This is an optimization exercise on Yosys and OpenROAD, whose aim is small area, a short achievable clock period and few clock cycles per item, not a production implementation.
The RTL was checked by simulation tests, not by an equivalence proof against the original design.

==> flow/design.v, too long to show whole: its modules and the start of the top module <==
// module otsu_threshold: 387 lines
// module otsu_mul_k: 175 lines
// module otsu_mul_hkd: 467 lines
// module otsu_mul_den: 225 lines
// module otsu_mul_sq: 315 lines
// module otsu_mul_x: 617 lines
module otsu_threshold (
    input  wire        clk,
    input  wire        rst,         
    input  wire        in_valid,
    output wire        in_ready,
    input  wire [31:0] in_data,
    input  wire        in_last,     
    input  wire [1:0]  in_count,    
    output wire        out_valid,
    input  wire        out_ready,
    output wire [7:0]  out_level
);
  // ...
==> flow/run.sh <==
#!/bin/bash
# synth_recipe.tcl (not shown) runs the flow's synth.tcl, then flattens the netlist and writes it again
# the make line also repeats each setting of config.mk as NAME=value (left out here)
make -C /OpenROAD-flow-scripts/flow DESIGN_CONFIG=/design/flow/config.mk WORK_HOME=/design/flow/orfs CLKGATE_MAP_FILE= SYNTH_SCRIPT=/design/flow/synth_recipe.tcl finish
==> flow/config.mk <==
export PLATFORM = sky130hd
export DESIGN_NAME = otsu_threshold
export DESIGN_NICKNAME = otsu_threshold
export VERILOG_FILES = /design/flow/design.v
export SDC_FILE = /design/flow/constraint.sdc
export NUM_CORES = 8
export LEC_CHECK = 0
export CAP_MARGIN = 20
export CORE_MARGIN = 2
export CORE_UTILIZATION = 30
export PLACE_DENSITY = 0.45
export SLEW_MARGIN = 20
==> flow/constraint.sdc <==
create_clock -name core_clock -period 45.0 [get_ports {clk}]
set_input_delay 9.0000 -clock core_clock [delete_from_list [all_inputs] [get_ports {clk}]]
set_output_delay 9.0000 -clock core_clock [all_outputs]
set_load 0.01 [all_outputs]
==> results.txt, run 1 <==
* Outcome: complete, but fails checks
* Causes of the layout check failure: antenna rules
* RD Place Congestion at 1.08
* Crit path top cell by count: fa_1
* Number of vias after detailed routing at 216000
* Leading cell type by number of instances after synthesis: and2_1
* Min setup slack post-route at 30.08 ns
* Final antenna diode count at 216
* Count of different cell masters after synthesis at 123
* Die Wd at 929 um
* Area occupied by registers at 82000 um2
* CTS clk-pin slew, worst paths at 0.06 ns
* Number of H-tree levels at 5
* All-Layer GR Usage at 30.7%
* Starting utilization of the core area at 30.1%
* Post-synthesis cell type with the largest combined area: dfxtp_1
* Leading cell type in the layout, fill and taps excluded: and2_1
* WL/cell at 35.7 um
* Share of the clock period used by the worst path at 33.1%
* Sequential fraction of total cell area at 28.3%
* Type of element capturing the critical path: flip-flop
* Registers with the most flip-flops: g_bin.q (3072), facc (70), ft (70)
* Fill cell count at 87800
* Synth cell count leaders: and2_1 (3932), dfxtp_1 (3170), ha_1 (2840)
* Initial drt markers at 27000
* Most area-consuming cells after synthesis: dfxtp_1 (25%), fa_1 (15%), ha_1 (14%)
* Fraction of synthesized cell area taken by the top area cell type at 24.7%
* Number of buffers inserted for hold repair after clock tree synthesis at 0
* Startpoint of the tightest hold check path: b3[12]$_SDFFCE_PP0P_
* Post-DRT Antenna Nets at 1
* Non-clock buffer share at 2.00%
* Multiplexer fraction of the synthesized cell area at 1.18%
* Count of maximum capacitance violations at 0
* Clk root buf: clkbuf_16
* Yosys reg bits at 3788
* Most used flip-flop cell after synthesis: dfxtp_1
* Slowest cell on crit path: nor3_4
* Grt total ovfl at 0
* TritonCTS clock tree: yes
* Uppermost layer routed: met5
Testbench counts, summed over its fixed seeds: cycles 48,848, images 64.
==> module otsu_threshold, before the edit <==
module otsu_threshold (
    input  wire        clk,
    input  wire        rst,         
    input  wire        in_valid,
    output wire        in_ready,
    input  wire [31:0] in_data,
    input  wire        in_last,     
    input  wire [1:0]  in_count,    
    output wire        out_valid,
    input  wire        out_ready,
    output wire [7:0]  out_level
);
    reg         w_valid;        
    reg  [31:0] w_data;
    reg         w_last;
    reg  [1:0]  w_cnt;
    reg         rdy;
    reg         scan;           
    reg         busy;           
    reg         ov;             
    reg  [7:0]  olvl;
    reg         stall;          
    assign in_ready  = rdy;
    assign out_valid = ov;
    assign out_level = olvl;
    wire        start_ok = ~busy & ~ov;
    wire        consume  = w_valid & ~scan & (~w_last | start_ok);
    wire        accept   = in_valid & rdy;
    wire        fin_last = consume & w_last;       
    wire [3:0]  lv;
    assign lv[0] = consume;
    assign lv[1] = consume & (~w_last | (w_cnt >= 2'd1));
    assign lv[2] = consume & (~w_last | (w_cnt >= 2'd2));
    assign lv[3] = consume & (~w_last | (w_cnt == 2'd3));
    wire [7:0]  px0 = w_data[7:0];
    wire [7:0]  px1 = w_data[15:8];
    wire [7:0]  px2 = w_data[23:16];
    wire [7:0]  px3 = w_data[31:24];
    reg  [15:0] hi0, hi1, hi2, hi3, lo0, lo1, lo2, lo3;
    integer k;
    always @(*) begin
        for (k = 0; k < 16; k = k + 1) begin
            hi0[k] = lv[0] & (px0[7:4] == k[3:0]);
            hi1[k] = lv[1] & (px1[7:4] == k[3:0]);
            hi2[k] = lv[2] & (px2[7:4] == k[3:0]);
            hi3[k] = lv[3] & (px3[7:4] == k[3:0]);
            lo0[k] = (px0[3:0] == k[3:0]);
            lo1[k] = (px1[3:0] == k[3:0]);
            lo2[k] = (px2[3:0] == k[3:0]);
            lo3[k] = (px3[3:0] == k[3:0]);
        end
    end
    wire [2:0]  npix = {2'd0, lv[0]} + {2'd0, lv[1]} + {2'd0, lv[2]} + {2'd0, lv[3]};
    wire [9:0]  psum = (lv[0] ? {2'd0, px0} : 10'd0) + (lv[1] ? {2'd0, px1} : 10'd0) +
                       (lv[2] ? {2'd0, px2} : 10'd0) + (lv[3] ? {2'd0, px3} : 10'd0);
    reg  [11:0] np;             
    reg  [19:0] sum;
    reg  [11:0] nps;            
    reg  [19:0] sums;
    wire [255:0]    nz;
    wire [256*12-1:0] binv;
    wire [255:0]    sel;
    wire            rd_en = scan & ~stall;
    genvar gi;
    generate
        for (gi = 0; gi < 256; gi = gi + 1) begin : g_bin
            reg  [11:0] q;
            wire [3:0]  m = {hi3[gi >> 4] & lo3[gi & 15], hi2[gi >> 4] & lo2[gi & 15],
                             hi1[gi >> 4] & lo1[gi & 15], hi0[gi >> 4] & lo0[gi & 15]};
            wire        s0a = q[0] ^ m[0] ^ m[1];
            wire        c0a = (q[0] & m[0]) | (q[0] & m[1]) | (m[0] & m[1]);
            wire        s0b = s0a ^ m[2] ^ m[3];
            wire        c0b = (s0a & m[2]) | (s0a & m[3]) | (m[2] & m[3]);
            wire        s1  = q[1] ^ c0a ^ c0b;
            wire        c1  = (q[1] & c0a) | (q[1] & c0b) | (c0a & c0b);
            wire [12:2] cy;
            wire [11:2] sh;
            assign cy[2] = c1;
            genvar gb;
            for (gb = 2; gb < 12; gb = gb + 1) begin : g_ha
                assign sh[gb]   = q[gb] ^ cy[gb];
                assign cy[gb+1] = q[gb] & cy[gb];
            end
            always @(posedge clk) begin
                if (rst | (rd_en & sel[gi]))
                    q <= 12'd0;
                else
                    q <= {sh, s1, s0b};
            end
            assign nz[gi] = |q;
            assign binv[gi*12 +: 12] = q;
        end
    endgenerate
    wire [15:0] gnz;
    wire [15:0] gpre;
    wire [255:0] lpre;
    generate
        for (gi = 0; gi < 16; gi = gi + 1) begin : g_grp
            assign gnz[gi] = |nz[gi*16 +: 16];
            if (gi == 0) begin : g0
                assign gpre[gi] = 1'b0;
            end else begin : gn
                assign gpre[gi] = |gnz[gi-1:0];
            end
        end
        for (gi = 0; gi < 256; gi = gi + 1) begin : g_sel
            if ((gi & 15) == 0) begin : l0
                assign lpre[gi] = 1'b0;
            end else begin : ln
                assign lpre[gi] = |nz[gi-1 : gi & ~15];
            end
            assign sel[gi] = nz[gi] & ~lpre[gi] & ~gpre[gi >> 4];
        end
    endgenerate
    wire        any = |gnz;
    reg  [11:0] rd_h;
    reg  [7:0]  rd_t;
    integer j;
    always @(*) begin
        rd_h = 12'd0;
        rd_t = 8'd0;
        for (j = 0; j < 256; j = j + 1) begin
            rd_h = rd_h | ({12{sel[j]}} & binv[j*12 +: 12]);
            rd_t = rd_t | ({8{sel[j]}} & j[7:0]);
        end
    end
    reg         v1;
    reg  [11:0] h1;
    reg  [7:0]  t1;
    reg         v2, c2;
    reg  [11:0] h2;
    reg  [20:0] k2;             
    reg  [7:0]  t2;
    reg  [11:0] wb;             
    reg  [30:0] dacc;           
    reg         v3, c3, z3;
    reg  [7:0]  t3;
    reg  [29:0] a3;             
    reg  [4:0]  m3;             
    reg  [21:0] b3;             
    reg  [4:0]  n3;             
    reg         v4, c4, z4;
    reg  [29:0] a4;
    reg  [4:0]  m4;
    reg  [21:0] b4;
    reg  [4:0]  n4;
    reg  [21:0] q4;             
    reg         bz;             
    reg  [29:0] ba;
    reg  [4:0]  bm;
    reg  [21:0] bb;
    reg  [4:0]  bn;
    reg  [21:0] bq;
    reg  [7:0]  level;
    wire        adv = ~stall;
    wire [11:0] wbn   = wb + h1;
    wire        lastb = (wbn == nps);
    wire [20:0] kk;
    otsu_mul_k u_k (.a(nps), .b(t1), .s(sums), .p(kk));
    wire [30:0] dn;
    otsu_mul_hkd u_hkd (.h(h2), .k(k2), .d(dacc), .p(dn));
    wire [11:0] wf = nps - wb;
    wire [21:0] den;
    otsu_mul_den u_den (.a(wb), .b(wf), .p(den));
    wire [29:0] absd = dn[30] ? (~dn[29:0] + 30'd1) : dn[29:0];
    reg  [4:0]  msb_d;
    reg  [4:0]  msb_n;
    always @(*) begin
        msb_d = 5'd0;
        for (j = 0; j < 30; j = j + 1)
            if (absd[j]) msb_d = j[4:0];
        msb_n = 5'd0;
        for (j = 0; j < 22; j = j + 1)
            if (den[j]) msb_n = j[4:0];
    end
    wire [29:0] a_norm = absd << (5'd29 - msb_d);
    wire [21:0] b_norm = den << (5'd21 - msb_n);
    wire [29:0] sqp;
    otsu_mul_sq u_sq (.a(a3[29:8]), .p(sqp));
    wire [7:0]  ee = {2'b00, m4, 1'b0} - {2'b00, bm, 1'b0} + {3'b000, bn} - {3'b000, n4};
    wire [27:0] xp, yp;
    otsu_mul_x u_x (.a(q4), .b(bb), .p(xp));
    otsu_mul_x u_y (.a(bq), .b(b4), .p(yp));
    wire [25:0] xt = xp[27:2];
    wire [25:0] yt = yp[27:2];
    wire        e_hi = (ee >= 8'd4) & (ee < 8'd128);            
    wire        e_lo = (ee >= 8'd128) & (ee <= 8'd252);         
    wire [2:0]  esh  = ee[2:0] + 3'd3;                          
    wire [32:0] xe   = {7'd0, xt} << esh;
    wire [32:0] ye   = {4'd0, yt, 3'd0};
    wire [33:0] xgt  = {1'b0, xe} - {1'b0, ye} - {19'd0, ye[32:18]} - 34'd1;
    wire [33:0] ylt  = {1'b0, ye} - {1'b0, xe} - {19'd0, xe[32:18]} - 34'd1;
    wire        gt   = e_hi | (~e_lo & ~xgt[33]);
    wire        lt   = e_lo | (~e_hi & ~ylt[33]);
    wire        cand     = v4 & c4 & adv;
    wire        acc_fast = bz | (~z4 & gt);
    wire        unsure   = ~bz & ~z4 & ~gt & ~lt;
    wire        fin_img  = v4 & ~c4 & adv;
    reg  [2:0]  fph;            
    reg  [4:0]  fcnt;
    reg  [69:0] ft;
    reg  [69:0] facc;
    reg  [29:0] fa;
    reg  [4:0]  fm;
    reg  [21:0] fb;
    reg  [4:0]  fn;
    reg  [21:0] fq;
    reg  [2:0]  fe;             
    reg  [7:0]  fl;             
    wire        fe_neg = fe[2];
    wire [1:0]  fe_mag = fe_neg ? (~fe[1:0] + 2'd1) : fe[1:0];
    wire [69:0] ft2    = {ft[68:0], 1'b0};
    always @(posedge clk) begin
        if (rst) begin
            w_valid <= 1'b0;
            w_last  <= 1'b0;
            rdy     <= 1'b1;
            scan    <= 1'b0;
            busy    <= 1'b0;
            ov      <= 1'b0;
            stall   <= 1'b0;
            np      <= 12'd0;
            sum     <= 20'd0;
            v1 <= 1'b0; v2 <= 1'b0; v3 <= 1'b0; v4 <= 1'b0;
            wb      <= 12'd0;
            dacc    <= 31'd0;
            bz      <= 1'b1;
            level   <= 8'd0;
            fph     <= 3'd0;
        end else begin
            if (accept) begin
                w_data <= in_data;
                w_last <= in_last;
                w_cnt  <= in_count;
            end
            w_valid <= accept | (w_valid & ~consume);
            rdy     <= ~(accept | (w_valid & ~consume)) |
                       (~(fin_last | (scan & (stall | any))) & ~(accept ? in_last : w_last));
            if (fin_last) begin
                np   <= 12'd0;
                sum  <= 20'd0;
                nps  <= np + {9'd0, npix};
                sums <= sum + {10'd0, psum};
                scan <= 1'b1;
                busy <= 1'b1;
            end else if (consume) begin
                np   <= np + {9'd0, npix};
                sum  <= sum + {10'd0, psum};
            end
            if (scan & ~stall & ~any)
                scan <= 1'b0;
            if (ov & out_ready)
                ov <= 1'b0;
            if (adv) begin
                v1 <= rd_en & any;
                h1 <= rd_h;
                t1 <= rd_t;
                v2 <= v1;
                c2 <= v1 & ~lastb;
                h2 <= h1;
                k2 <= kk;
                t2 <= t1;
                if (v1)
                    wb <= lastb ? 12'd0 : wbn;
                v3 <= v2;
                c3 <= c2;
                t3 <= t2;
                z3 <= (absd == 30'd0);
                a3 <= a_norm;
                m3 <= msb_d;
                b3 <= b_norm;
                n3 <= msb_n;
                if (v2)
                    dacc <= c2 ? dn : 31'd0;
                v4 <= v3;
                c4 <= c3;
                z4 <= z3;
                a4 <= a3;
                m4 <= m3;
                b4 <= b3;
                n4 <= n3;
                q4 <= sqp[29:8];
            end
            if (cand) begin
                if (acc_fast) begin
                    bz    <= z4;
                    ba    <= a4;
                    bm    <= m4;
                    bb    <= b4;
                    bn    <= n4;
                    bq    <= q4;
                    level <= t3 - 8'd1;
                end else if (unsure) begin
                    stall <= 1'b1;
                    fa    <= a4;
                    fm    <= m4;
                    fb    <= b4;
                    fn    <= n4;
                    fq    <= q4;
                    fe    <= ee[2:0];
                    fl    <= t3 - 8'd1;
                    fph   <= 3'd1;
                    fcnt  <= 5'd21;
                    ft    <= 70'd0;
                    facc  <= 70'd0;
                end
            end
            if (fin_img) begin
                ov    <= 1'b1;
                olvl  <= level;
                busy  <= 1'b0;
                bz    <= 1'b1;
                level <= 8'd0;
            end
            case (fph)
                3'd1: begin                   
                    ft <= ft2 + (fb[fcnt] ? {40'd0, ba} : 70'd0);
                    if (fcnt == 5'd0) begin
                        fph  <= 3'd2;
                        fcnt <= 5'd0;
                    end else
                        fcnt <= fcnt - 5'd1;
                end
                3'd2: begin                   
                    if (fe_neg && (fcnt[1:0] != fe_mag)) begin
                        ft   <= ft2;
                        fcnt <= fcnt + 5'd1;
                    end else begin
                        fph  <= 3'd3;
                        fcnt <= 5'd0;
                    end
                end
                3'd3: begin                   
                    if (ba[fcnt])
                        facc <= facc - ft;
                    ft <= ft2;
                    if (fcnt == 5'd29) begin
                        fph  <= 3'd4;
                        fcnt <= 5'd21;
                        ft   <= 70'd0;
                    end else
                        fcnt <= fcnt + 5'd1;
                end
                3'd4: begin                   
                    ft <= ft2 + (bb[fcnt] ? {40'd0, fa} : 70'd0);
                    if (fcnt == 5'd0) begin
                        fph  <= 3'd5;
                        fcnt <= 5'd0;
                    end else
                        fcnt <= fcnt - 5'd1;
                end
                3'd5: begin                   
                    if (~fe_neg && (fcnt[1:0] != fe_mag)) begin
                        ft   <= ft2;
                        fcnt <= fcnt + 5'd1;
                    end else begin
                        fph  <= 3'd6;
                        fcnt <= 5'd0;
                    end
                end
                3'd6: begin                   
                    if (fa[fcnt])
                        facc <= facc + ft;
                    ft <= ft2;
                    if (fcnt == 5'd29)
                        fph <= 3'd7;
                    else
                        fcnt <= fcnt + 5'd1;
                end
                3'd7: begin                   
                    if (~facc[69]) begin
                        bz    <= 1'b0;
                        ba    <= fa;
                        bm    <= fm;
                        bb    <= fb;
                        bn    <= fn;
                        bq    <= fq;
                        level <= fl;
                    end
                    stall <= 1'b0;
                    fph   <= 3'd0;
                end
                default: ;
            endcase
        end
    end
endmodule
==> run 2, diff against run 1 <==
--- a/flow/design.v
+++ b/flow/design.v
@@ -10,21 +10,22 @@
     input  wire        out_ready,
     output wire [7:0]  out_level
 );
     reg         w_valid;        
     reg  [31:0] w_data;
     reg         w_last;
     reg  [1:0]  w_cnt;
     reg         rdy;
+    reg         rst_r;
     reg         scan;           
     reg         busy;           
     reg         ov;             
     reg  [7:0]  olvl;
-    reg         stall;          
+    reg         fbusy;          
     assign in_ready  = rdy;
     assign out_valid = ov;
     assign out_level = olvl;
     wire        start_ok = ~busy & ~ov;
     wire        consume  = w_valid & ~scan & (~w_last | start_ok);
     wire        accept   = in_valid & rdy;
     wire        fin_last = consume & w_last;       
     wire [3:0]  lv;
@@ -33,16 +34,17 @@
     assign lv[2] = consume & (~w_last | (w_cnt >= 2'd2));
     assign lv[3] = consume & (~w_last | (w_cnt == 2'd3));
     wire [7:0]  px0 = w_data[7:0];
     wire [7:0]  px1 = w_data[15:8];
     wire [7:0]  px2 = w_data[23:16];
     wire [7:0]  px3 = w_data[31:24];
     reg  [15:0] hi0, hi1, hi2, hi3, lo0, lo1, lo2, lo3;
     integer k;
+    integer j;
     always @(*) begin
         for (k = 0; k < 16; k = k + 1) begin
             hi0[k] = lv[0] & (px0[7:4] == k[3:0]);
             hi1[k] = lv[1] & (px1[7:4] == k[3:0]);
             hi2[k] = lv[2] & (px2[7:4] == k[3:0]);
             hi3[k] = lv[3] & (px3[7:4] == k[3:0]);
             lo0[k] = (px0[3:0] == k[3:0]);
             lo1[k] = (px1[3:0] == k[3:0]);
@@ -53,49 +55,69 @@
     wire [2:0]  npix = {2'd0, lv[0]} + {2'd0, lv[1]} + {2'd0, lv[2]} + {2'd0, lv[3]};
     wire [9:0]  psum = (lv[0] ? {2'd0, px0} : 10'd0) + (lv[1] ? {2'd0, px1} : 10'd0) +
                        (lv[2] ? {2'd0, px2} : 10'd0) + (lv[3] ? {2'd0, px3} : 10'd0);
     reg  [11:0] np;             
     reg  [19:0] sum;
     reg  [11:0] nps;            
     reg  [19:0] sums;
     wire [255:0]    nz;
-    wire [256*12-1:0] binv;
+    wire [256*11-1:0] binv;
     wire [255:0]    sel;
-    wire            rd_en = scan & ~stall;
+    wire [255:0]    cout;           
+    wire [255:0]    bigv;
+    reg             big_v;
+    reg  [7:0]      big_t;
+    wire [15:0]     big_hi, big_lo;
+    wire            rd_en;
+    generate
+        for (gi = 0; gi < 16; gi = gi + 1) begin : g_bigdec
+            assign big_hi[gi] = big_v & (big_t[7:4] == gi);
+            assign big_lo[gi] = (big_t[3:0] == gi);
+        end
+    endgenerate
     genvar gi;
     generate
         for (gi = 0; gi < 256; gi = gi + 1) begin : g_bin
-            reg  [11:0] q;
+            reg  [10:0] q;
             wire [3:0]  m = {hi3[gi >> 4] & lo3[gi & 15], hi2[gi >> 4] & lo2[gi & 15],
                              hi1[gi >> 4] & lo1[gi & 15], hi0[gi >> 4] & lo0[gi & 15]};
             wire        s0a = q[0] ^ m[0] ^ m[1];
             wire        c0a = (q[0] & m[0]) | (q[0] & m[1]) | (m[0] & m[1]);
             wire        s0b = s0a ^ m[2] ^ m[3];
             wire        c0b = (s0a & m[2]) | (s0a & m[3]) | (m[2] & m[3]);
             wire        s1  = q[1] ^ c0a ^ c0b;
             wire        c1  = (q[1] & c0a) | (q[1] & c0b) | (c0a & c0b);
-            wire [12:2] cy;
-            wire [11:2] sh;
+            wire [11:2] cy;
+            wire [10:2] sh;
             assign cy[2] = c1;
             genvar gb;
-            for (gb = 2; gb < 12; gb = gb + 1) begin : g_ha
+            for (gb = 2; gb < 11; gb = gb + 1) begin : g_ha
                 assign sh[gb]   = q[gb] ^ cy[gb];
                 assign cy[gb+1] = q[gb] & cy[gb];
             end
+            assign cout[gi] = cy[11];
             always @(posedge clk) begin
-                if (rst | (rd_en & sel[gi]))
-                    q <= 12'd0;
+                if (rst_r | (rd_en & sel[gi]))
+                    q <= 11'd0;
                 else
                     q <= {sh, s1, s0b};
             end
-            assign nz[gi] = |q;
-            assign binv[gi*12 +: 12] = q;
+            assign bigv[gi] = big_hi[gi >> 4] & big_lo[gi & 15];
+            assign nz[gi] = (|q) | bigv[gi];
+            assign binv[gi*11 +: 11] = q;
         end
     endgenerate
+    reg  [7:0]  cout_t;
+    always @(*) begin
+        cout_t = 8'd0;
+        for (j = 0; j < 256; j = j + 1)
+            cout_t = cout_t | ({8{cout[j]}} & j[7:0]);
+    end
+    wire        cout_any = |cout;
     wire [15:0] gnz;
     wire [15:0] gpre;
     wire [255:0] lpre;
     generate
         for (gi = 0; gi < 16; gi = gi + 1) begin : g_grp
             assign gnz[gi] = |nz[gi*16 +: 16];
             if (gi == 0) begin : g0
                 assign gpre[gi] = 1'b0;
@@ -108,27 +130,31 @@
                 assign lpre[gi] = 1'b0;
             end else begin : ln
                 assign lpre[gi] = |nz[gi-1 : gi & ~15];
             end
             assign sel[gi] = nz[gi] & ~lpre[gi] & ~gpre[gi >> 4];
         end
     endgenerate
     wire        any = |gnz;
-    reg  [11:0] rd_h;
+    reg  [10:0] rd_l;
     reg  [7:0]  rd_t;
-    integer j;
     always @(*) begin
-        rd_h = 12'd0;
+        rd_l = 11'd0;
         rd_t = 8'd0;
         for (j = 0; j < 256; j = j + 1) begin
-            rd_h = rd_h | ({12{sel[j]}} & binv[j*12 +: 12]);
+            rd_l = rd_l | ({11{sel[j]}} & binv[j*11 +: 11]);
             rd_t = rd_t | ({8{sel[j]}} & j[7:0]);
         end
     end
+    wire        rd_big = |(sel & bigv);
+    wire [11:0] rd_h = {rd_big, rd_l};
+    reg         kv;
+    reg  [11:0] kh;
+    reg  [7:0]  kt;
     reg         v1;
     reg  [11:0] h1;
     reg  [7:0]  t1;
     reg         v2, c2;
     reg  [11:0] h2;
     reg  [20:0] k2;             
     reg  [7:0]  t2;
     reg  [11:0] wb;             
@@ -147,17 +173,19 @@
     reg  [21:0] q4;             
     reg         bz;             
     reg  [29:0] ba;
     reg  [4:0]  bm;
     reg  [21:0] bb;
     reg  [4:0]  bn;
     reg  [21:0] bq;
     reg  [7:0]  level;
-    wire        adv = ~stall;
+    wire        adv;
+    assign      rd_en = scan & ~fbusy & ~kv;
+    wire        rd_v  = rd_en & any;
     wire [11:0] wbn   = wb + h1;
     wire        lastb = (wbn == nps);
     wire [20:0] kk;
     otsu_mul_k u_k (.a(nps), .b(t1), .s(sums), .p(kk));
     wire [30:0] dn;
     otsu_mul_hkd u_hkd (.h(h2), .k(k2), .d(dacc), .p(dn));
     wire [11:0] wf = nps - wb;
     wire [21:0] den;
@@ -173,93 +201,111 @@
         for (j = 0; j < 22; j = j + 1)
             if (den[j]) msb_n = j[4:0];
     end
     wire [29:0] a_norm = absd << (5'd29 - msb_d);
     wire [21:0] b_norm = den << (5'd21 - msb_n);
     wire [29:0] sqp;
     otsu_mul_sq u_sq (.a(a3[29:8]), .p(sqp));
     wire [7:0]  ee = {2'b00, m4, 1'b0} - {2'b00, bm, 1'b0} + {3'b000, bn} - {3'b000, n4};
-    wire [27:0] xp, yp;
-    otsu_mul_x u_x (.a(q4), .b(bb), .p(xp));
-    otsu_mul_x u_y (.a(bq), .b(b4), .p(yp));
-    wire [25:0] xt = xp[27:2];
-    wire [25:0] yt = yp[27:2];
+    wire [27:0] x0, x1, y0, y1;
+    otsu_mul_x u_x (.a(q4), .b(bb), .r0(x0), .r1(x1));
+    otsu_mul_x u_y (.a(bq), .b(b4), .r0(y0), .r1(y1));
     wire        e_hi = (ee >= 8'd4) & (ee < 8'd128);            
     wire        e_lo = (ee >= 8'd128) & (ee <= 8'd252);         
     wire [2:0]  esh  = ee[2:0] + 3'd3;                          
-    wire [32:0] xe   = {7'd0, xt} << esh;
-    wire [32:0] ye   = {4'd0, yt, 3'd0};
-    wire [33:0] xgt  = {1'b0, xe} - {1'b0, ye} - {19'd0, ye[32:18]} - 34'd1;
-    wire [33:0] ylt  = {1'b0, ye} - {1'b0, xe} - {19'd0, xe[32:18]} - 34'd1;
-    wire        gt   = e_hi | (~e_lo & ~xgt[33]);
-    wire        lt   = e_lo | (~e_hi & ~ylt[33]);
-    wire        cand     = v4 & c4 & adv;
+    wire [35:0] df;
+    otsu_diff u_df (.x0(x0), .x1(x1), .y0(y0), .y1(y1), .sh(esh), .df(df));
+    wire [9:0]  uu   = ({5'd0, bq[21:18]} + 10'd1) * ({5'd0, b4[21:18]} + 10'd1);
+    wire        gt_m = ~df[35] & (uu[8] ? (|df[34:14]) : uu[7] ? (|df[34:13]) : uu[6] ? (|df[34:12]) : (|df[34:11]));
+    wire        lt_m =  df[35] & (uu[8] ? ~(&df[34:14]) : uu[7] ? ~(&df[34:13]) : uu[6] ? ~(&df[34:12]) : ~(&df[34:11]));
+    wire        gt   = e_hi | (~e_lo & gt_m);
+    wire        lt   = e_lo | (~e_hi & lt_m);
+    wire        dec      = v4 & ~fbusy;
+    wire        cand     = dec & c4;
     wire        acc_fast = bz | (~z4 & gt);
     wire        unsure   = ~bz & ~z4 & ~gt & ~lt;
-    wire        fin_img  = v4 & ~c4 & adv;
+    wire        fin_img  = dec & ~c4;
+    wire        fdone    = (fph == 3'd7);
+    assign      adv      = ~(fbusy & ~fdone) & ~(cand & unsure);
     reg  [2:0]  fph;            
     reg  [4:0]  fcnt;
     reg  [69:0] ft;
     reg  [69:0] facc;
-    reg  [29:0] fa;
-    reg  [4:0]  fm;
-    reg  [21:0] fb;
-    reg  [4:0]  fn;
-    reg  [21:0] fq;
-    reg  [2:0]  fe;             
-    reg  [7:0]  fl;             
+    wire [29:0] fa = a4;
+    wire [21:0] fb = b4;
+    wire [2:0]  fe = ee[2:0];   
     wire        fe_neg = fe[2];
     wire [1:0]  fe_mag = fe_neg ? (~fe[1:0] + 2'd1) : fe[1:0];
     wire [69:0] ft2    = {ft[68:0], 1'b0};
     always @(posedge clk) begin
+        rst_r <= rst;
         if (rst) begin
+            rdy <= 1'b0;
+            ov  <= 1'b0;
+        end else if (rst_r) begin
+            rdy <= 1'b1;
+            ov  <= 1'b0;
+        end else begin
+            rdy <= ~(accept | (w_valid & ~consume)) |
+                   (~(fin_last | (scan & ~(rd_en & ~any))) & ~(accept ? in_last : w_last));
+            if (fin_img) begin
+                ov   <= 1'b1;
+                olvl <= level;
+            end else if (ov & out_ready)
+                ov <= 1'b0;
+        end
+    end
+    always @(posedge clk) begin
+        if (rst_r) begin
             w_valid <= 1'b0;
             w_last  <= 1'b0;
-            rdy     <= 1'b1;
             scan    <= 1'b0;
             busy    <= 1'b0;
-            ov      <= 1'b0;
-            stall   <= 1'b0;
+            fbusy   <= 1'b0;
+            kv      <= 1'b0;
+            big_v   <= 1'b0;
             np      <= 12'd0;
             sum     <= 20'd0;
             v1 <= 1'b0; v2 <= 1'b0; v3 <= 1'b0; v4 <= 1'b0;
             wb      <= 12'd0;
             dacc    <= 31'd0;
             bz      <= 1'b1;
             level   <= 8'd0;
             fph     <= 3'd0;
         end else begin
             if (accept) begin
                 w_data <= in_data;
                 w_last <= in_last;
                 w_cnt  <= in_count;
             end
             w_valid <= accept | (w_valid & ~consume);
-            rdy     <= ~(accept | (w_valid & ~consume)) |
-                       (~(fin_last | (scan & (stall | any))) & ~(accept ? in_last : w_last));
+            if (cout_any) begin
+                big_v <= 1'b1;
+                big_t <= cout_t;
+            end else if (rd_en & rd_big)
+                big_v <= 1'b0;
             if (fin_last) begin
                 np   <= 12'd0;
                 sum  <= 20'd0;
                 nps  <= np + {9'd0, npix};
                 sums <= sum + {10'd0, psum};
                 scan <= 1'b1;
                 busy <= 1'b1;
             end else if (consume) begin
                 np   <= np + {9'd0, npix};
                 sum  <= sum + {10'd0, psum};
             end
-            if (scan & ~stall & ~any)
+            if (rd_en & ~any)
                 scan <= 1'b0;
-            if (ov & out_ready)
-                ov <= 1'b0;
             if (adv) begin
-                v1 <= rd_en & any;
-                h1 <= rd_h;
-                t1 <= rd_t;
+                v1 <= kv | rd_v;
+                h1 <= kv ? kh : rd_h;
+                t1 <= kv ? kt : rd_t;
+                kv <= 1'b0;
                 v2 <= v1;
                 c2 <= v1 & ~lastb;
                 h2 <= h1;
                 k2 <= kk;
                 t2 <= t1;
                 if (v1)
                     wb <= lastb ? 12'd0 : wbn;
                 v3 <= v2;
@@ -275,49 +321,46 @@
                 v4 <= v3;
                 c4 <= c3;
                 z4 <= z3;
                 a4 <= a3;
                 m4 <= m3;
                 b4 <= b3;
                 n4 <= n3;
                 q4 <= sqp[29:8];
+            end else if (rd_v) begin
+                kv <= 1'b1;
+                kh <= rd_h;
+                kt <= rd_t;
             end
             if (cand) begin
                 if (acc_fast) begin
                     bz    <= z4;
                     ba    <= a4;
                     bm    <= m4;
                     bb    <= b4;
                     bn    <= n4;
                     bq    <= q4;
                     level <= t3 - 8'd1;
                 end else if (unsure) begin
-                    stall <= 1'b1;
-                    fa    <= a4;
-                    fm    <= m4;
-                    fb    <= b4;
-                    fn    <= n4;
-                    fq    <= q4;
-                    fe    <= ee[2:0];
-                    fl    <= t3 - 8'd1;
+                    fbusy <= 1'b1;
                     fph   <= 3'd1;
-                    fcnt  <= 5'd21;
-                    ft    <= 70'd0;
-                    facc  <= 70'd0;
                 end
             end
             if (fin_img) begin
-                ov    <= 1'b1;
-                olvl  <= level;
                 busy  <= 1'b0;
                 bz    <= 1'b1;
                 level <= 8'd0;
             end
             case (fph)
+                3'd0: begin
+                    fcnt <= 5'd21;
+                    ft   <= 70'd0;
+                    facc <= 70'd0;
+                end
                 3'd1: begin                   
                     ft <= ft2 + (fb[fcnt] ? {40'd0, ba} : 70'd0);
                     if (fcnt == 5'd0) begin
                         fph  <= 3'd2;
                         fcnt <= 5'd0;
                     end else
                         fcnt <= fcnt - 5'd1;
                 end
@@ -365,24 +408,24 @@
                     if (fcnt == 5'd29)
                         fph <= 3'd7;
                     else
                         fcnt <= fcnt + 5'd1;
                 end
                 3'd7: begin                   
                     if (~facc[69]) begin
                         bz    <= 1'b0;
-                        ba    <= fa;
-                        bm    <= fm;
-                        bb    <= fb;
-                        bn    <= fn;
-                        bq    <= fq;
-                        level <= fl;
+                        ba    <= a4;
+                        bm    <= m4;
+                        bb    <= b4;
+                        bn    <= n4;
+                        bq    <= q4;
+                        level <= t3 - 8'd1;
                     end
-                    stall <= 1'b0;
+                    fbusy <= 1'b0;
                     fph   <= 3'd0;
                 end
                 default: ;
             endcase
         end
     end
 endmodule
 module otsu_mul_k (input wire [11:0] a, input wire [7:0] b, input wire [19:0] s, output wire [20:0] p);
@@ -1562,17 +1605,17 @@
     wire n307 = (a[17] & a[21]) ^ (a[18] & a[20]) ^ n256;
     wire n308 = ((a[17] & a[21]) & (a[18] & a[20])) | ((a[17] & a[21]) & n256) | ((a[18] & a[20]) & n256);
     wire n309 = a[20] ^ (a[18] & a[21]) ^ (a[19] & a[20]);
     wire n310 = (a[20] & (a[18] & a[21])) | (a[20] & (a[19] & a[20])) | ((a[18] & a[21]) & (a[19] & a[20]));
     wire [29:0] r0 = {1'b0, a[21], (a[19] & a[21]), n309, n307, n305, n303, n301, n299, n297, n295, n293, n291, n289, n287, n285, n283, n281, n279, n277, n275, n273, n271, n269, n267, n265, n263, n261, n259, n257};
     wire [29:0] r1 = {1'b0, (a[20] & a[21]), n310, n308, n306, n304, n302, n300, n298, n296, n294, n292, n290, n288, n286, n284, n282, n280, n278, n276, n274, n272, n270, n268, n266, n264, n262, n260, n258, (a[6] & a[7])};
     assign p = r0 + r1;
 endmodule
-module otsu_mul_x (input wire [21:0] a, input wire [21:0] b, output wire [27:0] p);
+module otsu_mul_x (input wire [21:0] a, input wire [21:0] b, output wire [27:0] r0, output wire [27:0] r1);
     wire n1 = (a[0] & b[19]) ^ (a[1] & b[18]);
     wire n2 = (a[0] & b[19]) & (a[1] & b[18]);
     wire n3 = (a[0] & b[20]) ^ (a[1] & b[19]) ^ (a[2] & b[18]);
     wire n4 = ((a[0] & b[20]) & (a[1] & b[19])) | ((a[0] & b[20]) & (a[2] & b[18])) | ((a[1] & b[19]) & (a[2] & b[18]));
     wire n5 = (a[3] & b[17]) ^ (a[4] & b[16]);
     wire n6 = (a[3] & b[17]) & (a[4] & b[16]);
     wire n7 = (a[0] & b[21]) ^ (a[1] & b[20]) ^ (a[2] & b[19]);
     wire n8 = ((a[0] & b[21]) & (a[1] & b[20])) | ((a[0] & b[21]) & (a[2] & b[19])) | ((a[1] & b[20]) & (a[2] & b[19]));
@@ -2175,12 +2218,230 @@
     wire n605 = n555 ^ n504 ^ n554;
     wire n606 = (n555 & n504) | (n555 & n554) | (n504 & n554);
     wire n607 = n557 ^ n508 ^ n556;
     wire n608 = (n557 & n508) | (n557 & n556) | (n508 & n556);
     wire n609 = n559 ^ n510 ^ n558;
     wire n610 = (n559 & n510) | (n559 & n558) | (n510 & n558);
     wire n611 = (a[20] & b[21]) ^ (a[21] & b[20]) ^ n560;
     wire n612 = ((a[20] & b[21]) & (a[21] & b[20])) | ((a[20] & b[21]) & n560) | ((a[21] & b[20]) & n560);
-    wire [27:0] r0 = {1'b0, (a[21] & b[21]), n611, n609, n607, n605, n603, n601, n599, n597, n595, n593, n591, n589, n587, n585, n583, n581, n579, n577, n575, n573, n571, n569, n567, n565, n563, n561};
-    wire [27:0] r1 = {1'b0, n612, n610, n608, n606, n604, n602, n600, n598, n596, n594, n592, n590, n588, n586, n584, n582, n580, n578, n576, n574, n572, n570, n568, n566, n564, n562, (a[16] & b[0])};
-    assign p = r0 + r1;
+    assign r0 = {1'b0, (a[21] & b[21]), n611, n609, n607, n605, n603, n601, n599, n597, n595, n593, n591, n589, n587, n585, n583, n581, n579, n577, n575, n573, n571, n569, n567, n565, n563, n561};
+    assign r1 = {1'b0, n612, n610, n608, n606, n604, n602, n600, n598, n596, n594, n592, n590, n588, n586, n584, n582, n580, n578, n576, n574, n572, n570, n568, n566, n564, n562, (a[16] & b[0])};
+endmodule
+module otsu_diff_core (input wire [33:0] xs0, input wire [33:0] xs1, input wire [35:0] ys0, input wire [35:0] ys1, output wire [35:0] df);
+    wire n1 = xs0[1] ^ xs1[1];
+    wire n2 = xs0[1] & xs1[1];
+    wire n3 = xs0[2] ^ xs1[2];
+    wire n4 = xs0[2] & xs1[2];
+    wire n5 = xs0[3] ^ xs1[3];
+    wire n6 = xs0[3] & xs1[3];
+    wire n7 = xs0[4] ^ xs1[4];
+    wire n8 = xs0[4] & xs1[4];
+    wire n9 = xs0[5] ^ xs1[5];
+    wire n10 = xs0[5] & xs1[5];
+    wire n11 = xs0[6] ^ xs1[6];
+    wire n12 = xs0[6] & xs1[6];
+    wire n13 = xs0[7] ^ xs1[7];
+    wire n14 = xs0[7] & xs1[7];
+    wire n15 = xs0[8] ^ xs1[8];
+    wire n16 = xs0[8] & xs1[8];
+    wire n17 = xs0[9] ^ xs1[9];
+    wire n18 = xs0[9] & xs1[9];
+    wire n19 = xs0[10] ^ xs1[10];
+    wire n20 = xs0[10] & xs1[10];
+    wire n21 = xs0[11] ^ xs1[11];
+    wire n22 = xs0[11] & xs1[11];
+    wire n23 = xs0[12] ^ xs1[12];
+    wire n24 = xs0[12] & xs1[12];
+    wire n25 = xs0[13] ^ xs1[13];
+    wire n26 = xs0[13] & xs1[13];
+    wire n27 = xs0[14] ^ xs1[14];
+    wire n28 = xs0[14] & xs1[14];
+    wire n29 = xs0[15] ^ xs1[15];
+    wire n30 = xs0[15] & xs1[15];
+    wire n31 = xs0[16] ^ xs1[16];
+    wire n32 = xs0[16] & xs1[16];
+    wire n33 = xs0[17] ^ xs1[17];
+    wire n34 = xs0[17] & xs1[17];
+    wire n35 = xs0[18] ^ xs1[18];
+    wire n36 = xs0[18] & xs1[18];
+    wire n37 = xs0[19] ^ xs1[19];
+    wire n38 = xs0[19] & xs1[19];
+    wire n39 = xs0[20] ^ xs1[20];
+    wire n40 = xs0[20] & xs1[20];
+    wire n41 = xs0[21] ^ xs1[21];
+    wire n42 = xs0[21] & xs1[21];
+    wire n43 = xs0[22] ^ xs1[22];
+    wire n44 = xs0[22] & xs1[22];
+    wire n45 = xs0[23] ^ xs1[23];
+    wire n46 = xs0[23] & xs1[23];
+    wire n47 = xs0[24] ^ xs1[24];
+    wire n48 = xs0[24] & xs1[24];
+    wire n49 = xs0[25] ^ xs1[25];
+    wire n50 = xs0[25] & xs1[25];
+    wire n51 = xs0[26] ^ xs1[26];
+    wire n52 = xs0[26] & xs1[26];
+    wire n53 = xs0[27] ^ xs1[27];
+    wire n54 = xs0[27] & xs1[27];
+    wire n55 = xs0[28] ^ xs1[28];
+    wire n56 = xs0[28] & xs1[28];
+    wire n57 = xs0[29] ^ xs1[29];
+    wire n58 = xs0[29] & xs1[29];
+    wire n59 = xs0[30] ^ xs1[30];
+    wire n60 = xs0[30] & xs1[30];
+    wire n61 = xs0[31] ^ xs1[31];
+    wire n62 = xs0[31] & xs1[31];
+    wire n63 = xs0[32] ^ xs1[32];
+    wire n64 = xs0[32] & xs1[32];
+    wire n65 = xs0[33] ^ xs1[33];
+    wire n66 = xs0[33] & xs1[33];
+    wire n67 = xs0[0] ^ xs1[0];
+    wire n68 = xs0[0] & xs1[0];
+    wire n69 = n1 ^ ~ys0[1] ^ ~ys1[1];
+    wire n70 = (n1 & ~ys0[1]) | (n1 & ~ys1[1]) | (~ys0[1] & ~ys1[1]);
+    wire n71 = n3 ^ ~ys0[2] ^ ~ys1[2];
+    wire n72 = (n3 & ~ys0[2]) | (n3 & ~ys1[2]) | (~ys0[2] & ~ys1[2]);
+    wire n73 = n5 ^ ~ys0[3] ^ ~ys1[3];
+    wire n74 = (n5 & ~ys0[3]) | (n5 & ~ys1[3]) | (~ys0[3] & ~ys1[3]);
+    wire n75 = n7 ^ ~ys0[4] ^ ~ys1[4];
+    wire n76 = (n7 & ~ys0[4]) | (n7 & ~ys1[4]) | (~ys0[4] & ~ys1[4]);
+    wire n77 = n9 ^ ~ys0[5] ^ ~ys1[5];
+    wire n78 = (n9 & ~ys0[5]) | (n9 & ~ys1[5]) | (~ys0[5] & ~ys1[5]);
+    wire n79 = n11 ^ ~ys0[6] ^ ~ys1[6];
+    wire n80 = (n11 & ~ys0[6]) | (n11 & ~ys1[6]) | (~ys0[6] & ~ys1[6]);
+    wire n81 = n13 ^ ~ys0[7] ^ ~ys1[7];
+    wire n82 = (n13 & ~ys0[7]) | (n13 & ~ys1[7]) | (~ys0[7] & ~ys1[7]);
+    wire n83 = n15 ^ ~ys0[8] ^ ~ys1[8];
+    wire n84 = (n15 & ~ys0[8]) | (n15 & ~ys1[8]) | (~ys0[8] & ~ys1[8]);
+    wire n85 = n17 ^ ~ys0[9] ^ ~ys1[9];
+    wire n86 = (n17 & ~ys0[9]) | (n17 & ~ys1[9]) | (~ys0[9] & ~ys1[9]);
+    wire n87 = n19 ^ ~ys0[10] ^ ~ys1[10];
+    wire n88 = (n19 & ~ys0[10]) | (n19 & ~ys1[10]) | (~ys0[10] & ~ys1[10]);
+    wire n89 = n21 ^ ~ys0[11] ^ ~ys1[11];
+    wire n90 = (n21 & ~ys0[11]) | (n21 & ~ys1[11]) | (~ys0[11] & ~ys1[11]);
+    wire n91 = n23 ^ ~ys0[12] ^ ~ys1[12];
+    wire n92 = (n23 & ~ys0[12]) | (n23 & ~ys1[12]) | (~ys0[12] & ~ys1[12]);
+    wire n93 = n25 ^ ~ys0[13] ^ ~ys1[13];
+    wire n94 = (n25 & ~ys0[13]) | (n25 & ~ys1[13]) | (~ys0[13] & ~ys1[13]);
+    wire n95 = n27 ^ ~ys0[14] ^ ~ys1[14];
+    wire n96 = (n27 & ~ys0[14]) | (n27 & ~ys1[14]) | (~ys0[14] & ~ys1[14]);
+    wire n97 = n29 ^ ~ys0[15] ^ ~ys1[15];
+    wire n98 = (n29 & ~ys0[15]) | (n29 & ~ys1[15]) | (~ys0[15] & ~ys1[15]);
+    wire n99 = n31 ^ ~ys0[16] ^ ~ys1[16];
+    wire n100 = (n31 & ~ys0[16]) | (n31 & ~ys1[16]) | (~ys0[16] & ~ys1[16]);
+    wire n101 = n33 ^ ~ys0[17] ^ ~ys1[17];
+    wire n102 = (n33 & ~ys0[17]) | (n33 & ~ys1[17]) | (~ys0[17] & ~ys1[17]);
+    wire n103 = n35 ^ ~ys0[18] ^ ~ys1[18];
+    wire n104 = (n35 & ~ys0[18]) | (n35 & ~ys1[18]) | (~ys0[18] & ~ys1[18]);
+    wire n105 = n37 ^ ~ys0[19] ^ ~ys1[19];
+    wire n106 = (n37 & ~ys0[19]) | (n37 & ~ys1[19]) | (~ys0[19] & ~ys1[19]);
+    wire n107 = n39 ^ ~ys0[20] ^ ~ys1[20];
+    wire n108 = (n39 & ~ys0[20]) | (n39 & ~ys1[20]) | (~ys0[20] & ~ys1[20]);
+    wire n109 = n41 ^ ~ys0[21] ^ ~ys1[21];
+    wire n110 = (n41 & ~ys0[21]) | (n41 & ~ys1[21]) | (~ys0[21] & ~ys1[21]);
+    wire n111 = n43 ^ ~ys0[22] ^ ~ys1[22];
+    wire n112 = (n43 & ~ys0[22]) | (n43 & ~ys1[22]) | (~ys0[22] & ~ys1[22]);
+    wire n113 = n45 ^ ~ys0[23] ^ ~ys1[23];
+    wire n114 = (n45 & ~ys0[23]) | (n45 & ~ys1[23]) | (~ys0[23] & ~ys1[23]);
+    wire n115 = n47 ^ ~ys0[24] ^ ~ys1[24];
+    wire n116 = (n47 & ~ys0[24]) | (n47 & ~ys1[24]) | (~ys0[24] & ~ys1[24]);
+    wire n117 = n49 ^ ~ys0[25] ^ ~ys1[25];
+    wire n118 = (n49 & ~ys0[25]) | (n49 & ~ys1[25]) | (~ys0[25] & ~ys1[25]);
+    wire n119 = n51 ^ ~ys0[26] ^ ~ys1[26];
+    wire n120 = (n51 & ~ys0[26]) | (n51 & ~ys1[26]) | (~ys0[26] & ~ys1[26]);
+    wire n121 = n53 ^ ~ys0[27] ^ ~ys1[27];
+    wire n122 = (n53 & ~ys0[27]) | (n53 & ~ys1[27]) | (~ys0[27] & ~ys1[27]);
+    wire n123 = n55 ^ ~ys0[28] ^ ~ys1[28];
+    wire n124 = (n55 & ~ys0[28]) | (n55 & ~ys1[28]) | (~ys0[28] & ~ys1[28]);
+    wire n125 = n57 ^ ~ys0[29] ^ ~ys1[29];
+    wire n126 = (n57 & ~ys0[29]) | (n57 & ~ys1[29]) | (~ys0[29] & ~ys1[29]);
+    wire n127 = n59 ^ ~ys0[30] ^ ~ys1[30];
+    wire n128 = (n59 & ~ys0[30]) | (n59 & ~ys1[30]) | (~ys0[30] & ~ys1[30]);
+    wire n129 = n61 ^ ~ys0[31] ^ ~ys1[31];
+    wire n130 = (n61 & ~ys0[31]) | (n61 & ~ys1[31]) | (~ys0[31] & ~ys1[31]);
+    wire n131 = n63 ^ ~ys0[32] ^ ~ys1[32];
+    wire n132 = (n63 & ~ys0[32]) | (n63 & ~ys1[32]) | (~ys0[32] & ~ys1[32]);
+    wire n133 = n65 ^ ~ys0[33] ^ ~ys1[33];
+    wire n134 = (n65 & ~ys0[33]) | (n65 & ~ys1[33]) | (~ys0[33] & ~ys1[33]);
+    wire n135 = ~ys0[34] ^ ~ys1[34];
+    wire n136 = ~ys0[34] & ~ys1[34];
+    wire n137 = n67 ^ ~ys0[0];
+    wire n138 = n67 & ~ys0[0];
+    wire n139 = n69 ^ 1'b1 ^ n68;
+    wire n140 = (n69 & 1'b1) | (n69 & n68) | (1'b1 & n68);
+    wire n141 = n71 ^ n2 ^ n70;
+    wire n142 = (n71 & n2) | (n71 & n70) | (n2 & n70);
+    wire n143 = n73 ^ n4 ^ n72;
+    wire n144 = (n73 & n4) | (n73 & n72) | (n4 & n72);
+    wire n145 = n75 ^ n6 ^ n74;
+    wire n146 = (n75 & n6) | (n75 & n74) | (n6 & n74);
+    wire n147 = n77 ^ n8 ^ n76;
+    wire n148 = (n77 & n8) | (n77 & n76) | (n8 & n76);
+    wire n149 = n79 ^ n10 ^ n78;
+    wire n150 = (n79 & n10) | (n79 & n78) | (n10 & n78);
+    wire n151 = n81 ^ n12 ^ n80;
+    wire n152 = (n81 & n12) | (n81 & n80) | (n12 & n80);
+    wire n153 = n83 ^ n14 ^ n82;
+    wire n154 = (n83 & n14) | (n83 & n82) | (n14 & n82);
+    wire n155 = n85 ^ n16 ^ n84;
+    wire n156 = (n85 & n16) | (n85 & n84) | (n16 & n84);
+    wire n157 = n87 ^ n18 ^ n86;
+    wire n158 = (n87 & n18) | (n87 & n86) | (n18 & n86);
+    wire n159 = n89 ^ n20 ^ n88;
+    wire n160 = (n89 & n20) | (n89 & n88) | (n20 & n88);
+    wire n161 = n91 ^ n22 ^ n90;
+    wire n162 = (n91 & n22) | (n91 & n90) | (n22 & n90);
+    wire n163 = n93 ^ n24 ^ n92;
+    wire n164 = (n93 & n24) | (n93 & n92) | (n24 & n92);
+    wire n165 = n95 ^ n26 ^ n94;
+    wire n166 = (n95 & n26) | (n95 & n94) | (n26 & n94);
+    wire n167 = n97 ^ n28 ^ n96;
+    wire n168 = (n97 & n28) | (n97 & n96) | (n28 & n96);
+    wire n169 = n99 ^ n30 ^ n98;
+    wire n170 = (n99 & n30) | (n99 & n98) | (n30 & n98);
+    wire n171 = n101 ^ n32 ^ n100;
+    wire n172 = (n101 & n32) | (n101 & n100) | (n32 & n100);
+    wire n173 = n103 ^ n34 ^ n102;
+    wire n174 = (n103 & n34) | (n103 & n102) | (n34 & n102);
+    wire n175 = n105 ^ n36 ^ n104;
+    wire n176 = (n105 & n36) | (n105 & n104) | (n36 & n104);
+    wire n177 = n107 ^ n38 ^ n106;
+    wire n178 = (n107 & n38) | (n107 & n106) | (n38 & n106);
+    wire n179 = n109 ^ n40 ^ n108;
+    wire n180 = (n109 & n40) | (n109 & n108) | (n40 & n108);
+    wire n181 = n111 ^ n42 ^ n110;
+    wire n182 = (n111 & n42) | (n111 & n110) | (n42 & n110);
+    wire n183 = n113 ^ n44 ^ n112;
+    wire n184 = (n113 & n44) | (n113 & n112) | (n44 & n112);
+    wire n185 = n115 ^ n46 ^ n114;
+    wire n186 = (n115 & n46) | (n115 & n114) | (n46 & n114);
+    wire n187 = n117 ^ n48 ^ n116;
+    wire n188 = (n117 & n48) | (n117 & n116) | (n48 & n116);
+    wire n189 = n119 ^ n50 ^ n118;
+    wire n190 = (n119 & n50) | (n119 & n118) | (n50 & n118);
+    wire n191 = n121 ^ n52 ^ n120;
+    wire n192 = (n121 & n52) | (n121 & n120) | (n52 & n120);
+    wire n193 = n123 ^ n54 ^ n122;
+    wire n194 = (n123 & n54) | (n123 & n122) | (n54 & n122);
+    wire n195 = n125 ^ n56 ^ n124;
+    wire n196 = (n125 & n56) | (n125 & n124) | (n56 & n124);
+    wire n197 = n127 ^ n58 ^ n126;
+    wire n198 = (n127 & n58) | (n127 & n126) | (n58 & n126);
+    wire n199 = n129 ^ n60 ^ n128;
+    wire n200 = (n129 & n60) | (n129 & n128) | (n60 & n128);
+    wire n201 = n131 ^ n62 ^ n130;
+    wire n202 = (n131 & n62) | (n131 & n130) | (n62 & n130);
+    wire n203 = n133 ^ n64 ^ n132;
+    wire n204 = (n133 & n64) | (n133 & n132) | (n64 & n132);
+    wire n205 = n135 ^ n66 ^ n134;
+    wire n206 = (n135 & n66) | (n135 & n134) | (n66 & n134);
+    wire n207 = ~ys0[35] ^ ~ys1[35] ^ n136;
+    wire n208 = (~ys0[35] & ~ys1[35]) | (~ys0[35] & n136) | (~ys1[35] & n136);
+    wire [35:0] r0 = {n207, n205, n203, n201, n199, n197, n195, n193, n191, n189, n187, n185, n183, n181, n179, n177, n175, n173, n171, n169, n167, n165, n163, n161, n159, n157, n155, n153, n151, n149, n147, n145, n143, n141, n139, n137};
+    wire [35:0] r1 = {n206, n204, n202, n200, n198, n196, n194, n192, n190, n188, n186, n184, n182, n180, n178, n176, n174, n172, n170, n168, n166, n164, n162, n160, n158, n156, n154, n152, n150, n148, n146, n144, n142, n140, n138, ~ys1[0]};
+    assign df = r0 + r1;
+endmodule
+module otsu_diff (input wire [27:0] x0, input wire [27:0] x1, input wire [27:0] y0,
+                  input wire [27:0] y1, input wire [2:0] sh, output wire [35:0] df);
+    wire [33:0] xs0 = {6'd0, x0} << sh;
+    wire [33:0] xs1 = {6'd0, x1} << sh;
+    otsu_diff_core u_c (.xs0(xs0), .xs1(xs1), .ys0({5'd0, y0, 3'd0}), .ys1({5'd0, y1, 3'd0}), .df(df));
 endmodule
==> run 2 against run 1 <==
Now clean on timing, DRC and antenna. Register-to-register slack improved by 1.0 ns. Setup slack improved by 1.0 ns. Critical path depth fell by 10. Clock skew fell by 0.024 ns. Utilization rose by 0.36 points.
==> results.txt, run 2 <==
* Post-synthesis sequential area ratio at 30.3%
* Synthesized Nets at 30500
* Relative slew slack at 7.70%
* Type of element capturing the critical path: flip-flop
* Average cell area after synthesis at 9.61 um2
* Remaining design rule violation count at 0
* Share of final-layout standard cells stronger than drive strength 1 at 9.21%
* Synth Instances at 25800
* Antenna violations before repair at 340
* Biggest fanout along the worst timing path at 151
* Clk sinks at 3468
* Fill cell count at 84800 (-3.4%)
* Actual transition at the worst max-transition pin at 1.38 ns
* Setup violators final at 0
* Post-detailed-routing wire length at 1530 mm
* Post-synthesis cell type with the largest combined area: dfxtp_1
* Delay contributed by the slowest stage of the critical path at 0.97 ns
* Final min period at 13.88 ns
* Slowest cell on crit path: nor4b_2
* TritonCTS clock tree: yes
* Registers with the most flip-flops: g_bin.q (2816), facc (70), ft (70)
* Final standard cell area without fillers at 283000 um2
* Count of different cell masters after synthesis at 120 (-2.4%)
* Synth cell count leaders: and2_1 (3428), dfxtp_1 (2917), ha_1 (2715)
* Initial drt markers at 32400 (+20%)
* Share of the clock period used by the worst path at 30.9% (-2.3 points)
* Highest-count cells in the layout ignoring fill and taps: and2_1 (3422), dfxtp_1 (2916), ha_1 (2712), inv_1 (2350), fa_1 (1991)
* Vias in the first global route at 207000
* IO buf count at 48
* Number of H-tree levels at 5 (unchanged)
* Number of flip-flops under the largest register name at 2816
* Area growth from synthesis to final layout at 14.2%
* Leading cell type by number of instances after synthesis: and2_1
* Yosys reg bits at 3468 (-8.4%)
* Half-perimeter wire length after placement at 1230 mm
* Launching element type of the critical path: flip-flop
* Starting utilization of the core area at 30.1% (about the same)
* Outcome: no timing/DRC/antenna violations
* Post-DRT Antenna Nets at 0 (-1)
* Most used flip-flop cell after synthesis: dfxtp_1
* Die Wd at 912 um (-1.8%)
* Required time worst endpoint at 45.55 ns
* Crit path arrival time at 14.43 ns
* Number of nets at the end of the flow at 30700
* Fraction of synthesis flops using an asynchronous set or reset pin at 0%
* Count of maximum capacitance violations at 0 (unchanged)
* Maximum number of pins on one net before global-route repair at 152
* Grt total ovfl at 0 (unchanged)
* Number of vias after detailed routing at 222000 (+2.8%)
* Crit path top cell by count: fa_1
* Largest register by flop count: g_bin.q
* Leading cell type in the layout, fill and taps excluded: and2_1
* CTS clk-pin slew, worst paths at 0.06 ns (about the same)
* Drt first pass iters at 12
* Worst clock skew at 0.151 ns
* Kind of critical path: reg2reg
* # Post-CTS Setup Buffers at 0
* Vertical die dimension at 912 um
* Fraction of synthesized cell area taken by the top area cell type at 23.6% (-1.1 points)
* Clock latency at the later pin of the worst-skew pair at 1.18 ns
* Setup repair after global routing missed its margin: no
* Warnings, synthesis at 1
* Via density at 5.90
* Final hold violation count at 0
* Clk root buf: clkbuf_16
* DIE AREA at 833000 um2
* Post-CTS Resized at 0
* RD Place Congestion at 1.12 (+3.9%)
* Area of the mapped netlist at 248000 um2
* Cts bufs inserted at 441
* Kind of path behind the tightest hold check: reg2reg
* Placed cell areas at 267000 um2
* Fmax at 0.0720 GHz
* Count of flip-flops with a built-in enable after synthesis at 551
* All-Layer GR Usage at 35.4% (+4.6 points)
* WL/cell at 40.6 um (+14%)
* Count of pins over their slew limit at 0
* Setup TNS at 0 ns
* Core Region at 822000 um2
* Smallest hold slack at 0.363 ns
* Number of core rows at 333
* Number of buffers inserted for hold repair after clock tree synthesis at 0 (unchanged)
* I/O Pins at 49
* Clock Path Buffers at 4
* Global-route wire length before repair at 1990 mm
* Most area-consuming cells after synthesis: dfxtp_1 (24%), fa_1 (16%), ha_1 (14%)
[run 2: cell count changes after synthesis, moves of 92 or more]
cell and delta:
a21oi_1 -129, and2_1 -504, and3_1 -114, dfxtp_1 -253, ha_1 -125, inv_1 -115, mux2_2 +119, nand2_1 +634
nand4_1 +92, nor2_1 -740, nor2b_1 +216, nor3_1 +322, xor2_1 -218
[run 2: cell families after synthesis]
group           after synthesis  share of synthesized area, %
fa+ha+maj                  4708                          29.8
buf+inv                    3632                          5.55
xor+xnor                    357                          1.27
mux                         322                          1.54
simple gates              10000                          22.1
compound gates             3273                          9.47
flops                      3468                          30.3
[run 2: path summary, 6_finish.rpt]
path	startpoint	to	slack, ns	cells after the start
max	q4[6]$_DFFE_PP_	b3[7]$_SDFFCE_PP0P_	31.12	38
min	n3[2]$_DFFE_PP_	n4[2]$_DFFE_PP_	0.36	0
max reg2reg	q4[6]$_DFFE_PP_	b3[7]$_SDFFCE_PP0P_	31.12	38
min reg2reg	n3[2]$_DFFE_PP_	n4[2]$_DFFE_PP_	0.36	0
[run 2: through the flow]
stage | utilization [%] | cells | worst slack [ns]
global placement | 32.4 | 36400 | 31.11
floorplan | - | 25800 | 30.03
global route | 34.3 | 37300 | 30.55
CTS | 34.2 | 37200 | 31.17
finish | 34.4 | 37600 | 31.12
detailed placement | 32.4 | 36400 | 31.25
[run 2: per-layer routing]
| layer | vias to the layer above | routed length [um] | global-route usage (%) |
|---|---|---|---|
| met3 | 3284 | 176000 | 11.7 |
| met1 | 114000 | 629000 | 47.1 |
| met2 | 14500 | 612000 | 49.3 |
| li1 | 89800 | - | - |
| met5 | - | 983 | 0 |
| met4 | 146 | 109000 | 21.5 |
[run 2: cell type report]
type,instances,area [um2],share of cell area [%]
Clock buffer,651,13000,4.58
Timing Repair Buffer,1047,8130,2.88
Sequential cell,3468,74900,26.5
Antenna cell,351,878,0.311
Tap cell,10900,13600,4.82
Inverter,2357,8850,3.13
Multi-Input combinational cell,18700,161000,57.1
Clock inverter,163,1960,0.692
[run 2: worst max-delay path: cells and delay by family, from the launching register on]
kind	cells	cell delay, ns
buf+inv	7	1.07
simple gates	8	3.17
compound gates	10	2.61
flops	1	0.64
mux	2	0.40
fa+ha+maj	11	5.05
Testbench counts of run 2, summed over its fixed seeds: cycles 48,963, images 64.

[separate check: timing with driven ports]
Ports are ideal in the flow. The routed layouts listed here were re-timed in OpenROAD.
Step 1 sets driving cells, clkbuf_16 on the clock port and buf_2 on the other inputs (assumed; they add their load-dependent delay and slew).
Step 2 times the ports against the registers' clock, not the clock port: input delays grow and output delays shrink by t, the midpoint of the rising clock arrivals with the driver on.
a / b / c = no drivers / after step 1 / after step 2; a / b = the first two.
| run | shift t [ns] | setup slack, ns | hold WS [ns] | latest minus earliest clock arrival (ns) |
|---|---|---|---|---|
| run 1 | 1.280 | 30.083 / 30.083 / 30.083 | 0.410 / 0.410 / 0.410 | 0.175 / 0.175 |
| run 2 | 1.266 | 31.116 / 31.116 / 31.116 | 0.363 / 0.363 / 0.363 | 0.154 / 0.153 |
